This is an optimization exercise on Yosys and OpenROAD, whose aim is small area, a short achievable clock period and few clock cycles, not a production implementation. RTL that was checked went through simulation tests only; none was proved equivalent to the original. Power figures rest on the tool's default switching activity, not on a simulated workload.

==> flow/design.v (excerpt) <==
module hl_rx_core (
    input  wire        clk,
    input  wire        rst,           
    input  wire        cmd_valid,
    input  wire [31:0] cmd_word,
    output wire        cmd_ready,
    output reg         rsp_valid,
    output reg  [7:0]  rsp_status,
    output reg  [31:0] rsp_value,
    output reg  [7:0]  rsp_flags,
    output reg         frm_valid,
    output reg  [7:0]  frm_data
);
    localparam [7:0] OP_CRC_INIT    = 8'h01;
    localparam [7:0] OP_CRC_FEED    = 8'h02;
    localparam [7:0] OP_CRC_READ    = 8'h03;
    localparam [7:0] OP_RX_START    = 8'h20;
    localparam [7:0] OP_RX_APPEND   = 8'h21;
    localparam [7:0] OP_RX_SCAN     = 8'h22;
    localparam [7:0] OP_STATUS_READ = 8'h30;
    localparam [7:0] ST_OK          = 8'd0;
    localparam [7:0] ST_RX_OVERFLOW = 8'd6;
    localparam [7:0] ST_ILLEGAL_OP  = 8'd7;
    localparam [7:0] ST_RX_DONE     = 8'd9;
    function [15:0] crc_byte;
        input [15:0] r;
        input [7:0]  b;
        integer k;
        reg [15:0] c;
        reg [7:0]  d;
        begin
            c = r;
            d = b;
            for (k = 0; k < 8; k = k + 1) begin
                if ((c[0] ^ d[0]) == 1'b1)
                    c = (c >> 1) ^ 16'hA001;
                else
                    c = c >> 1;
                d = d >> 1;
            end
            crc_byte = c;
        end
    endfunction
    function [15:0] crc_drop;
        input [7:0] b;
        begin
            crc_drop = {8'h00, b} << 4 ^ {8'h00, b} << 6 ^ {8'h00, b} << 7;
        end
    endfunction
    reg [15:0] crc_reg;
    reg [8:0]  len;                  
    reg        loop_mode;
    reg        found;
    reg        done;
    reg        rxf_present;
    reg [9:1]  err_sticky;
    reg [7:0]  bank0 [0:127];
    reg [7:0]  bank1 [0:127];
    reg        act;                  
    reg [6:0]  und;                  
  ...
Settings: LEC_CHECK=0, CAP_MARGIN=50, CORE_MARGIN=2, CORE_UTILIZATION=60, CTS_CLUSTER_DIAMETER=100, CTS_CLUSTER_SIZE=30, PLACE_DENSITY=0.7, SLEW_MARGIN=70; clock period 10.0 ns.
standard.sh (not shown) runs the stock make flow with config.mk's settings and CLKGATE_MAP_FILE= SYNTH_SCRIPT=/design/flow/synth_recipe.tcl, a recipe that flattens the netlist after the stock synthesis.
==> flow/flow/run.sh <==
#!/bin/bash
set -euo pipefail
bash standard.sh SETUP_SLACK_MARGIN=6.8 'BUFFER_PORTS_ARGS=-buffer_cell sky130_fd_sc_hd__buf_4' finish > standard.log 2>&1
Testbench counts at the start, summed over its fixed seeds: cycles 51,888.
Change:
--- a/flow/design.v
+++ b/flow/design.v
@@ -126,14 +126,16 @@
         end
         if (sh1) begin
             for (i = 127; i > 0; i = i - 1) bank1[i] <= bank1[i-1];
             bank1[0] <= stg;
         end
     end
     wire last_fr = (nfr == 2'd1);
+    wire strm    = frm_valid && (nfr != 2'd0);              
+    wire rsp_end = strm && ecnt == 7'd1 && last_fr;          
     always @(posedge clk) begin
         stg <= arg;
         if (!frm_valid) begin
             frm_data <= fb;
             eb       <= ebn;
             ecnt     <= 7'd127;
         end else begin
@@ -178,15 +180,18 @@
             frm_valid   <= 1'b0;
         end else begin
             app_p  <= c_app_ok;
             feed_p <= c_feed;
             act    <= act_n;
             crc_reg <= c_init ? 16'h0000 : crc_n;
             und     <= c_start ? 7'd0 : und_n;
-            pdisc   <= (c_start || c_scan_ok) ? 8'h00 : pdisc_n;
+            if (c_start || (c_scan_ok && !nz) || rsp_end)
+                pdisc <= 8'h00;
+            else
+                pdisc <= pdisc_n;
             if (c_start)
                 len <= 9'd0;
             else if (c_app_ok)
                 len <= len_p1;
             else if (c_scan_ok)
                 len <= {2'b00, und_n};
             if (c_start) begin
@@ -211,26 +216,32 @@
                 nfr       <= c_start ? 2'd0 : nfr_n;
                 frm_valid <= c_scan_ok && nz;
                 rdy       <= !(c_scan_ok && nz);
                 rsp_valid <= accept && !(c_scan_ok && nz);
             end else begin
                 if (ecnt == 7'd1)
                     nfr <= nfr - 2'd1;
-                rdy       <= (ecnt == 7'd1 && last_fr);
-                rsp_valid <= (ecnt == 7'd1 && last_fr);
-            end
-        end
-    end
-    always @(posedge clk) begin
-        if (accept) begin
-            rsp_status <= c_ill ? ST_ILLEGAL_OP : c_rxdone ? ST_RX_DONE :
-                          c_app_ovf ? ST_RX_OVERFLOW : ST_OK;
-            rsp_flags  <= {6'h00, c_scan_ok && !loop_mode && nz, c_scan_ok && nz};
-            rsp_value  <= ({32{c_ill}}     & cmd_word) |
-                          ({32{c_read}}    & {16'h0000, ~crc_n}) |
-                          ({32{c_stat}}    & status_word) |
-                          ({32{c_app_ok}}  & {23'h0, len_p1}) |
-                          ({32{c_app_ovf}} & 32'd257) |
-                          ({32{c_scan_ok}} & {24'h0, pdisc_n});
+                rdy       <= rsp_end;
+                rsp_valid <= rsp_end;
+            end
+        end
+    end
+    wire ill = !legal;
+    always @(posedge clk) begin
+        if (strm) begin
+            rsp_status <= ST_OK;
+            rsp_flags  <= {6'h00, !loop_mode, 1'b1};
+            rsp_value  <= {24'h0, pdisc};
+        end else begin
+            rsp_status <= ill ? ST_ILLEGAL_OP :
+                          ((m_21 || m_22) && done) ? ST_RX_DONE :
+                          (m_21 && full_buf) ? ST_RX_OVERFLOW : ST_OK;
+            rsp_flags  <= {6'h00, !ill && m_22 && !done && !loop_mode && nz,
+                                  !ill && m_22 && !done && nz};
+            rsp_value  <= ill ? cmd_word :
+                          (({32{m_03}} & {16'h0000, ~crc_n}) |
+                           ({32{m_30}} & status_word) |
+                           ({32{m_21 && !done}} & (full_buf ? 32'd257 : {23'h0, len_p1})) |
+                           ({32{m_22 && !done}} & {24'h0, pdisc_n}));
         end
     end
 endmodule
Effect:
- The changed run went through all stages and came out clean
- final cell count rose slightly
- routed wire length rose by a little under a tenth
- final area stays flat
- via count rose slightly
- first-iteration DRC count rose by a little under a tenth
- sequential cell count does not change
- global-route usage rose by 1.4 points
- total power barely changes
The RTL of the second run of this note was laid out without a check of its function.

## what the ideal ports hide
The results above use ideal ports. As a check the final layouts listed here were re-extracted and re-timed, cells and wires unchanged. Step 1, drivers: a clkbuf_16 drives clk and a buf_2 each remaining input, both assumed. Step 2 moves the port delays by t, midway between the first and last clock arrival at a register: inputs arrive t later, outputs are due t later. That takes back most of the time a late clock gives input paths. a / b / c = ideal / step 1 / step 2; a / b = the first two.
run | shift t [ns] | setup slack, ns | clock arrival spread, ns | worst data-port slew with drivers (ns) | pins driven straight from the clock port
the first run | 0.752 | 6.567 / 6.497 / 5.866 | 0.031 / 0.032 | 0.07 | 1
the second run | 0.750 | 6.513 / 6.537 / 5.787 | 0.034 / 0.033 | 0.20 | 1
After both steps setup and hold are still met in every run listed. For the second run, which loses most, drivers alone change the setup slack by +0.024 ns; drivers and shift together by -0.726 ns.
